What follows belongs to an exercise in optimizing a design on an open flow for small area; a production flow would make more cautious choices. Only the layout flow was run in this run; the RTL was not checked for function there.

### flow/run.sh
#!/bin/bash
# synth_recipe.tcl (not shown) runs the flow's synth.tcl, then flattens the netlist and writes it again
# the make line also repeats each setting of config.mk as NAME=value (left out here)
make -C /OpenROAD-flow-scripts/flow DESIGN_CONFIG=/design/flow/config.mk WORK_HOME=/design/flow/orfs CLKGATE_MAP_FILE= SYNTH_SCRIPT=/design/flow/synth_recipe.tcl finish
### flow/config.mk
export PLATFORM = sky130hd
export DESIGN_NAME = nlp_softmax_core
export DESIGN_NICKNAME = nlp_softmax_core
export VERILOG_FILES = /design/flow/design.v
export SDC_FILE = /design/flow/constraint.sdc
export NUM_CORES = 4
export LEC_CHECK = 0
export CAP_MARGIN = 20
export CORE_MARGIN = 2
export CORE_UTILIZATION = 40
export SLEW_MARGIN = 20
### flow/constraint.sdc
create_clock -name core_clock -period 25.0 [get_ports {clk}]
set_input_delay 5.0000 -clock core_clock [delete_from_list [all_inputs] [get_ports {clk}]]
set_output_delay 5.0000 -clock core_clock [all_outputs]
set_load 0.01 [all_outputs]
### flow/design.v
module nlp_fp16_add (
    input  wire [15:0] a,
    input  wire [15:0] b,
    output reg  [15:0] y
);
    wire       sa = a[15];
    wire       sb = b[15];
    wire [4:0] ea = a[14:10];
    wire [4:0] eb = b[14:10];
    wire [9:0] ma = a[9:0];
    wire [9:0] mb = b[9:0];
    wire a_nan  = (ea == 5'd31) && (ma != 10'd0);
    wire b_nan  = (eb == 5'd31) && (mb != 10'd0);
    wire a_inf  = (ea == 5'd31) && (ma == 10'd0);
    wire b_inf  = (eb == 5'd31) && (mb == 10'd0);
    wire a_zero = (ea == 5'd0);       
    wire b_zero = (eb == 5'd0);
    wire a_ge_b = {ea, ma} >= {eb, mb};
    wire        sg = a_ge_b ? sa : sb;
    wire        sl = a_ge_b ? sb : sa;
    wire [4:0]  eg = a_ge_b ? ea : eb;
    wire [4:0]  el = a_ge_b ? eb : ea;
    wire [9:0]  mg = a_ge_b ? ma : mb;
    wire [9:0]  ml = a_ge_b ? mb : ma;
    wire [4:0]  d  = eg - el;
    wire [13:0] x_ext = {1'b1, mg, 3'b000};
    wire [13:0] y_ext = {1'b1, ml, 3'b000};
    reg  [13:0] y_al;
    reg  [14:0] s_add;
    reg  [13:0] s;
    reg  [13:0] lost_mask;
    reg  signed [7:0] e;
    reg  [11:0] k12;
    reg         up;
    integer     i;
    reg         done;
    always @* begin
        lost_mask = (14'd1 << d) - 14'd1;
        done = 1'b0;
        if (d >= 5'd14)
            y_al = 14'd1;
        else
            y_al = (y_ext >> d) | {13'd0, |(y_ext & lost_mask)};
        e = {3'b000, eg};
        s_add = 15'd0;
        s = 14'd0;
        if (sg == sl) begin
            s_add = {1'b0, x_ext} + {1'b0, y_al};
            if (s_add[14]) begin
                s = s_add[14:1] | {13'd0, s_add[0]};
                e = e + 8'sd1;
            end else begin
                s = s_add[13:0];
            end
        end else begin
            s = x_ext - y_al;
            for (i = 0; i < 13; i = i + 1) begin
                if (!done && s != 14'd0 && !s[13]) begin
                    s = s << 1;
                    e = e - 8'sd1;
                end else begin
                    done = 1'b1;
                end
            end
        end
        up  = s[2] & (s[1] | s[0] | s[3]);
        k12 = {1'b0, s[13:3]} + {11'd0, up};
        if (k12 == 12'h800) begin
            k12 = 12'h400;
            e = e + 8'sd1;
        end
        if (a_nan)
            y = a;
        else if (b_nan)
            y = b;
        else if (a_inf && b_inf && (sa != sb))
            y = {sa, 5'h1f, 10'h200};
        else if (a_inf)
            y = a;
        else if (b_inf)
            y = b;
        else if (a_zero && b_zero)
            y = {sa & sb, 15'd0};
        else if (a_zero)
            y = b;
        else if (b_zero)
            y = a;
        else if (sg != sl && s == 14'd0)
            y = 16'h0000;
        else if (e >= 8'sd31)
            y = {sg, 5'h1f, 10'd0};
        else if (e <= 8'sd0)
            y = {sg, 15'd0};
        else
            y = {sg, e[4:0], k12[9:0]};
    end
endmodule
module nlp_fp16_max (
    input  wire [15:0] a,
    input  wire [15:0] b,
    output wire [15:0] y
);
    assign y = (a[15] != b[15]) ? (a[15] ? b : a) :
               (!a[15])         ? ((a[14:0] >= b[14:0]) ? a : b) :
                                  ((a[14:0] <= b[14:0]) ? a : b);
endmodule
module nlp_log2 (
    input  wire [15:0] x,
    output reg  [3:0]  code
);
    wire [4:0]  e = x[14:10];
    wire [4:0]  w = {1'b1, x[9:6]};
    wire [17:0] op1 = {13'd0, w} << 9;
    wire [17:0] op2 = {13'd0, w} << 8;
    wire [17:0] op3 = {13'd0, w} << 5;
    wire [17:0] sum = op1 + op2 - op3;
    reg  [17:0] sh;
    always @* begin
        if (e >= 5'd15)
            sh = sum << (e - 5'd15);
        else
            sh = sum >> (5'd15 - e);
        if (e <= 5'd13)
            code = 4'h0;
        else if (e >= 5'd19)
            code = 4'hf;
        else if (e == 5'd18 && sh[17])
            code = 4'hf;
        else
            code = sh[16:13];
    end
endmodule
module nlp_lod (
    input  wire [31:0] x,
    output reg  [3:0]  pos,
    output wire        flag,
    output wire [15:0] thr
);
    localparam [15:0] THR_F1 = 16'h3A8B;
    localparam [15:0] THR_F0 = 16'h388B;
    integer i;
    always @* begin
        pos = 4'd0;
        for (i = 0; i < 16; i = i + 1)
            if (x[16 + i])
                pos = i[3:0];
    end
    assign flag = x[5'd15 + {1'b0, pos}];
    assign thr  = flag ? THR_F1 : THR_F0;
endmodule
module nlp_rdiv (
    input  wire [4:0]  ky,
    input  wire [3:0]  ks,
    input  wire [15:0] thr,
    output wire [15:0] q
);
    wire [5:0] right_shift = {1'b0, ky} + {2'b00, ks};
    wire [5:0] exponent    = {1'b0, thr[14:10]};
    wire [5:0] diff        = exponent - right_shift;
    wire [4:0] new_exp     = (exponent >= right_shift) ? diff[4:0] : 5'd0;
    assign q = {thr[15], new_exp, thr[9:0]};
endmodule
module nlp_pipe_ma (
    input  wire        clk,
    input  wire        reset,
    input  wire        in_valid,
    input  wire [9:0]  in_addr,
    input  wire [63:0] in_word,
    input  wire [15:0] gmax_in,
    output wire        max_valid,
    output wire [9:0]  max_addr,
    output wire [15:0] max_data,
    output wire        vec_valid,
    output wire [9:0]  vec_addr,
    output wire [15:0] vec_out,
    output wire [31:0] acc_out
);
    reg        s1_v;
    reg [9:0]  s1_addr;
    reg [63:0] s1_lanes;
    reg        s2_v;
    reg [9:0]  s2_addr;
    reg [63:0] s2_lanes;
    reg [15:0] s2_r_ab;
    reg [15:0] s2_r_cd;
    reg        s3_v;
    reg [9:0]  s3_addr;
    reg [79:0] s3_diff;
    reg        s4_v;
    reg [9:0]  s4_addr;
    reg [19:0] s4_code;
    reg        s5_v;
    reg [9:0]  s5_addr;
    reg [15:0] s5_vec;
    reg [3:0]  s5_sh;
    reg [31:0] s5_p01;
    reg [31:0] s5_p23;
    reg [31:0] acc;
    wire [15:0] max_ab, max_cd;
    nlp_fp16_max u_max_ab (.a(s1_lanes[15:0]),  .b(s1_lanes[31:16]), .y(max_ab));
    nlp_fp16_max u_max_cd (.a(s1_lanes[47:32]), .b(s1_lanes[63:48]), .y(max_cd));
    wire [15:0] row_max;
    nlp_fp16_max u_max_row (.a(s2_r_ab), .b(s2_r_cd), .y(row_max));
    wire [79:0] diff;
    genvar g;
    generate
        for (g = 0; g < 4; g = g + 1) begin : g_lane_sub
            nlp_fp16_add u_sub (
                .a(s2_lanes[16*g +: 16]),
                .b(row_max ^ 16'h8000),
                .y(diff[16*g +: 16])
            );
        end
    endgenerate
    nlp_fp16_add u_sub_gmax (.a(row_max), .b(gmax_in ^ 16'h8000), .y(diff[79:64]));
    wire [19:0] code;
    generate
        for (g = 0; g < 5; g = g + 1) begin : g_log2
            nlp_log2 u_log2 (.x(s3_diff[16*g +: 16]), .code(code[4*g +: 4]));
        end
    endgenerate
    wire [31:0] lane_val0 = 32'h00010000 >> s4_code[3:0];
    wire [31:0] lane_val1 = 32'h00010000 >> s4_code[7:4];
    wire [31:0] lane_val2 = 32'h00010000 >> s4_code[11:8];
    wire [31:0] lane_val3 = 32'h00010000 >> s4_code[15:12];
    wire [31:0] tree_sum = s5_p01 + s5_p23;
    always @(posedge clk) begin
        if (reset) begin
            s1_v <= 1'b0;  s1_addr <= 10'd0;  s1_lanes <= 64'd0;
            s2_v <= 1'b0;  s2_addr <= 10'd0;  s2_lanes <= 64'd0;
            s2_r_ab <= 16'd0;  s2_r_cd <= 16'd0;
            s3_v <= 1'b0;  s3_addr <= 10'd0;  s3_diff <= 80'd0;
            s4_v <= 1'b0;  s4_addr <= 10'd0;  s4_code <= 20'd0;
            s5_v <= 1'b0;  s5_addr <= 10'd0;  s5_vec <= 16'd0;  s5_sh <= 4'd0;
            s5_p01 <= 32'd0;  s5_p23 <= 32'd0;
            acc <= 32'd0;
        end else begin
            s1_v <= in_valid;  s1_addr <= in_addr;  s1_lanes <= in_word;
            s2_v <= s1_v;  s2_addr <= s1_addr;  s2_lanes <= s1_lanes;
            s2_r_ab <= max_ab;  s2_r_cd <= max_cd;
            s3_v <= s2_v;  s3_addr <= s2_addr;  s3_diff <= diff;
            s4_v <= s3_v;  s4_addr <= s3_addr;  s4_code <= code;
            s5_v <= s4_v;  s5_addr <= s4_addr;
            s5_vec <= s4_code[15:0];
            s5_sh  <= s4_code[19:16];
            s5_p01 <= lane_val0 + lane_val1;
            s5_p23 <= lane_val2 + lane_val3;
            if (s5_v)
                acc <= (acc >> s5_sh) + tree_sum;
        end
    end
    assign max_valid = s2_v;
    assign max_addr  = s2_addr;
    assign max_data  = row_max;
    assign vec_valid = s5_v;
    assign vec_addr  = s5_addr;
    assign vec_out   = s5_vec;
    assign acc_out   = acc;
endmodule
module nlp_pipe_rp (
    input  wire        clk,
    input  wire        reset,
    input  wire        stall,
    input  wire [31:0] x_in,
    output wire [3:0]  ks_out,
    output wire [15:0] thr_out
);
    reg [3:0]  ks;
    reg [15:0] thr;
    wire [3:0]  lod_pos;
    wire        lod_flag;
    wire [15:0] lod_thr;
    nlp_lod u_lod (.x(x_in), .pos(lod_pos), .flag(lod_flag), .thr(lod_thr));
    always @(posedge clk) begin
        if (reset) begin
            ks  <= 4'd0;
            thr <= 16'd0;
        end else if (!stall) begin
            ks  <= lod_pos;
            thr <= lod_thr;
        end
    end
    assign ks_out  = ks;
    assign thr_out = thr;
endmodule
module nlp_pipe_div (
    input  wire        clk,
    input  wire        reset,
    input  wire        in_valid,
    input  wire [15:0] lmax_in,
    input  wire [15:0] gmax_in,
    input  wire [15:0] ky_in,
    input  wire [3:0]  ks_in,
    input  wire [15:0] thr_in,
    output wire        out_valid,
    output wire [63:0] out_word
);
    reg        t1_v;
    reg [15:0] t1_diff;
    reg [15:0] t1_ky;
    reg        t2_v;
    reg [3:0]  t2_code;
    reg [15:0] t2_ky;
    reg        t3_v;
    reg [19:0] t3_sum;
    reg        t4_v;
    reg [63:0] t4_q;
    reg        t5_v;
    reg [63:0] t5_out;
    wire [15:0] diff;
    nlp_fp16_add u_sub (.a(lmax_in), .b(gmax_in ^ 16'h8000), .y(diff));
    wire [3:0] code;
    nlp_log2 u_log2 (.x(t1_diff), .code(code));
    wire [19:0] sum;
    wire [63:0] q;
    genvar g;
    generate
        for (g = 0; g < 4; g = g + 1) begin : g_ch
            assign sum[5*g +: 5] = {1'b0, t2_code} + {1'b0, t2_ky[4*g +: 4]};
            nlp_rdiv u_rdiv (
                .ky(t3_sum[5*g +: 5]),
                .ks(ks_in),
                .thr(thr_in),
                .q(q[16*g +: 16])
            );
        end
    endgenerate
    always @(posedge clk) begin
        if (reset) begin
            t1_v <= 1'b0;  t1_diff <= 16'd0;  t1_ky <= 16'd0;
            t2_v <= 1'b0;  t2_code <= 4'd0;   t2_ky <= 16'd0;
            t3_v <= 1'b0;  t3_sum <= 20'd0;
            t4_v <= 1'b0;  t4_q <= 64'd0;
            t5_v <= 1'b0;  t5_out <= 64'd0;
        end else begin
            t1_v <= in_valid;  t1_diff <= diff;  t1_ky <= ky_in;
            t2_v <= t1_v;  t2_code <= code;  t2_ky <= t1_ky;
            t3_v <= t2_v;  t3_sum <= sum;
            t4_v <= t3_v;  t4_q <= q;
            t5_v <= t4_v;  t5_out <= t4_q;
        end
    end
    assign out_valid = t5_v;
    assign out_word  = t5_out;
endmodule
module nlp_softmax_core (
    input  wire        clk,
    input  wire        reset,
    input  wire        ma_in_valid,
    input  wire [9:0]  ma_in_addr,
    input  wire [63:0] ma_in_word,
    output wire        max_valid,
    output wire [9:0]  max_addr,
    output wire [15:0] max_data,
    output wire        vec_valid,
    output wire [9:0]  vec_addr,
    output wire [15:0] vec_out,
    output wire [31:0] acc_out,
    output wire [15:0] gmax_out,
    input  wire        rp_stall,
    output wire [3:0]  ks_out,
    output wire [15:0] thr_out,
    input  wire        div_in_valid,
    input  wire [15:0] div_lmax_in,
    input  wire [15:0] div_ky_in,
    output wire        div_out_valid,
    output wire [63:0] div_out_word
);
    reg  [15:0] gmax;
    wire [15:0] gmax_next;
    nlp_fp16_max u_gmax (.a(gmax), .b(max_data), .y(gmax_next));
    always @(posedge clk) begin
        if (reset)
            gmax <= 16'hFBFF;
        else if (max_valid)
            gmax <= gmax_next;
    end
    assign gmax_out = gmax;
    nlp_pipe_ma u_ma (
        .clk(clk), .reset(reset),
        .in_valid(ma_in_valid), .in_addr(ma_in_addr), .in_word(ma_in_word),
        .gmax_in(gmax),
        .max_valid(max_valid), .max_addr(max_addr), .max_data(max_data),
        .vec_valid(vec_valid), .vec_addr(vec_addr), .vec_out(vec_out),
        .acc_out(acc_out)
    );
    nlp_pipe_rp u_rp (
        .clk(clk), .reset(reset), .stall(rp_stall),
        .x_in(acc_out),
        .ks_out(ks_out), .thr_out(thr_out)
    );
    nlp_pipe_div u_div (
        .clk(clk), .reset(reset),
        .in_valid(div_in_valid), .lmax_in(div_lmax_in), .gmax_in(gmax),
        .ky_in(div_ky_in), .ks_in(ks_out), .thr_in(thr_out),
        .out_valid(div_out_valid), .out_word(div_out_word)
    );
endmodule
==> out/qor.csv <==
stage,metric,value,unit
sta,max-slew violation count,0,
setup_path,cell mode on critical path,ha_1,
cts,"CTS clk-pin slew, worst paths",60,ps
yosys,Mapped Avg Cell Area,7.19,um2
global_routing,vias in the first global route,75242,
route,via/cell ratio,6.30,
global_routing,GRT overflow,0,
route,routed length on met3,22200,um
yosys,Synth async-reset ratio,0,%
cts,clock latency (worst-skew pair),680,ps
setup_path,"slowest stage delay, CP",830,ps
place,Placement Setup Slack,1480,ps
setup_path,Critical Path Fanout Max,16,
setup_path,critical path buffer and inverter count,3,
global_routing,Total GRT Usage,28.9,%
yosys,"Seq/Total Area, Yosys",13.4,%
die,FP Rows,159,
setup_path,crit path capture type,register,
setup_path,Crit path depth,70,
run_status,status,timing/DRC/antenna clean,
cts,TritonCTS Sinks,502,
cells_and_area,"commonest non-fill, non-tap cell in the layout",nor2_1,
yosys,post-synthesis cell area,0.0753,mm2
setup_path,crit path kind,input pin to register,
setup_path,r2r endpoint,u_ma.s3_diff[62],
sta,Setup TNS Final,0,ps
sta,final worst slack,1960,ps
cts,TritonCTS clock tree,done,
cts,PostCTS Resize Cnt,0,
yosys,"Top FF cell, synth",dfxtp_1,
cells_and_area,Layout Cells excl Fill,12935,
sta,Clock Skew,60.8,ps
min_path,hold endpoint,u_ma.s4_addr[9],
route,met1 WL,124000,um
yosys,Unique masters post-synth,139,
setup_path,FF-to-FF setup slack,2320,ps
sta,Hold Slack,404,ps
cells_and_area,highest-count cells in the layout ignoring fill and taps,"1095 x nor2_1, 930 x nand2_1, 680 x a21oi_1, 603 x o21ai_0, 550 x ha_1",
route,vias,81441,
setup_path,FF-to-FF Start,u_ma.s2_r_ab[15],
sta,Fin. Hold Viols,0,
sta,Tcrit/Tclk final,92.2,%
setup_path,"Req. time, crit path",25530,ps
setup_path,FF-to-FF path depth,80,
cts,TritonCTS buffer count,58,
die,die span in x,438,um
cells_and_area,Layout area overhead,9.03,%
sta,highest clock rate,43.4,MHz
cells_and_area,Final Net Count,11079,
sta,worst rel slew slack,12.4,%
sta,RSZ-0062 raised after global routing,no,
yosys,Syn Inst Count,10469,
route,highest routed layer,met5,
die,Die Y,438,um
route,drt pass-1 iters,6,
die,# IOs,298,
place,hpwl dp,229000,um
setup_path,critical path startpoint category,input pin,
yosys,"EDFF count, synth",0,
place,port bufs,265,
setup_path,CP max stage cell,ha_1,
min_path,hold path start,u_ma.s3_addr[9],
cts,H-Tree Depth,2,
route,antenna-violating nets left,0,
global_routing,largest net degree at the start of global routing,213,
route,DRC Markers,0,
sta,final setup vio count,0,
place,Placed Cells,12814,
die,die area,0.192,mm2
setup_path,cell family with most CP delay,compound AO/OA/AOI/OAI gates,
die,Initial Utilization,40.2,%
job,maxcap violations,0,
sta,post-layout min period,23040,ps
min_path,Min-Delay Path Class,register to register,
min_path,hold path depth,1,
cts,Clock Path Buffers,3,
route,WL final,294000,um
setup_path,CP arrival,23570,ps
sta,Slew @ Worst Pin,1310,ps
yosys,Yosys warning total,7,
place,gpl congestion,1.01,
cells_and_area,share of layout cells above drive strength 1,6.47,%
yosys,register bit total from synthesis,502,
route,met2 WL,134000,um
cts,Hold Buf Count CTS,0,
cts,Setup Buffers After CTS,0,
route,drt initial violations,7688,
cts,CTS root buffer,clkbuf_16,
global_routing,first-pass GRT wire length,448000,um
die,core area,0.187,mm2
route,Routed WL per cell,22.7,um
global_routing,initial antenna violation count,15,
## worst max path at each step
stage,start,to,slack [ps]
6_report,div_lmax_in[10],u_div.t1_diff[9],1960
5_1_grt,div_lmax_in[10],u_div.t1_diff[10],530
4_1_cts,div_lmax_in[10],u_div.t1_diff[9],2160
3_5_place_dp,div_lmax_in[10],u_div.t1_diff[9],1480
3_3_place_gp,div_lmax_in[10],u_div.t1_diff[10],1780
2_1_floorplan,div_lmax_in[10],u_div.t1_diff[9],3050
## routing by layer
metal	vias up	GRT usage (%)
li1	38519	-
met1	38765	37.7
met2	3490	47.5
met3	655	4.24
met4	12	12.4
met5	-	0
## stage by stage
step / util, % / instance area, um2
after floorplan: - / 75400
after global placement: 42.7 / 80000
after detailed placement: 42.7 / 80000
after CTS: 43.8 / 82000
after global routing: 43.8 / 82100
final: 43.8 / 82100
## synthesized netlist by cell type, drive strengths merged, types with 144 or more instances
master  number  area share [%]
a211oi     206             2.1
a21o       144             1.4
a21oi      685             4.6
a31oi      151             1.3
clkbuf     483             2.4
dfxtp      502              13
ha         550             9.1
inv        436             2.2
mux2i      334             4.4
nand2      931             4.6
nand3      338             2.3
nand4      165             1.4
nor2      1095             5.5
nor2b      331             2.8
nor3       337             2.3
o21ai      647             4.3
xnor2      447             5.4
xor2       183             2.2
## registers in the layout, indices dropped and copies added, names as in the netlist, 16 cells and up, named ones only
name / flops
u_div.t2_ky: 16
u_ma.s1_lanes: 64
u_ma.s3_diff: 45
u_ma.acc: 31
u_div.t5_out: 22
u_ma.s2_r_ab: 16
u_div.t1_ky: 16
u_ma.s5_vec: 16
u_ma.s5_p01: 17
u_ma.s5_p23: 17
gmax: 16
u_ma.s2_lanes: 64
u_ma.s2_r_cd: 16
u_ma.s4_code: 20
u_div.t4_q: 22
u_div.t3_sum: 20
## final cells by class
cell class	instances	area, um2
clock buffer	66	1530
antenna	11	27.5
tap	2495	3120
timing repair buffer	445	4020
fill	19356	105000
multi-input combinational	8924	61100
clock inverter	43	477
sequential	502	10100
inverter	449	1690
## kinds of logic after synthesis
kind of cell	synth area share, %
adder cells (fa/ha/maj)	10.2
XOR/XNOR	8.61
multiplexers	7.42
flip-flops	13.4
buffers and inverters	5.73
AND/OR/NAND/NOR	26.9
other	0.00498
AO/OA/AOI/OAI	27.8

## separate check: timing with driven ports
Ports are ideal in the flow. The routed layout listed here was re-timed in OpenROAD. Step 1 (the two cells are an assumption about what drives the block):
set clk [get_ports {clk}]
set_driving_cell -lib_cell sky130_fd_sc_hd__clkbuf_16 $clk
set_driving_cell -lib_cell sky130_fd_sc_hd__buf_2 [delete_from_list [all_inputs] $clk]
Step 2, shift: input delay + t, output delay - t, t = (earliest + latest rising clock arrival at the registers) / 2. This alone moves slack from input paths to output paths. a / b / c = ideal / step 1 / step 2; a / b = the first two.
shift t [ns]: 0.724
slack for setup (ns): 1.956 / 2.004 / 1.281
hold slack, ns: 0.404 / 0.404 / 0.404
slew at the worst register clock pin (ns): 0.07 / 0.07
worst data-port slew with drivers (ns): 0.14
After both steps this run still meets setup and hold. The setup slack of this run moves by +0.048 ns with the drivers and by -0.675 ns with both steps.
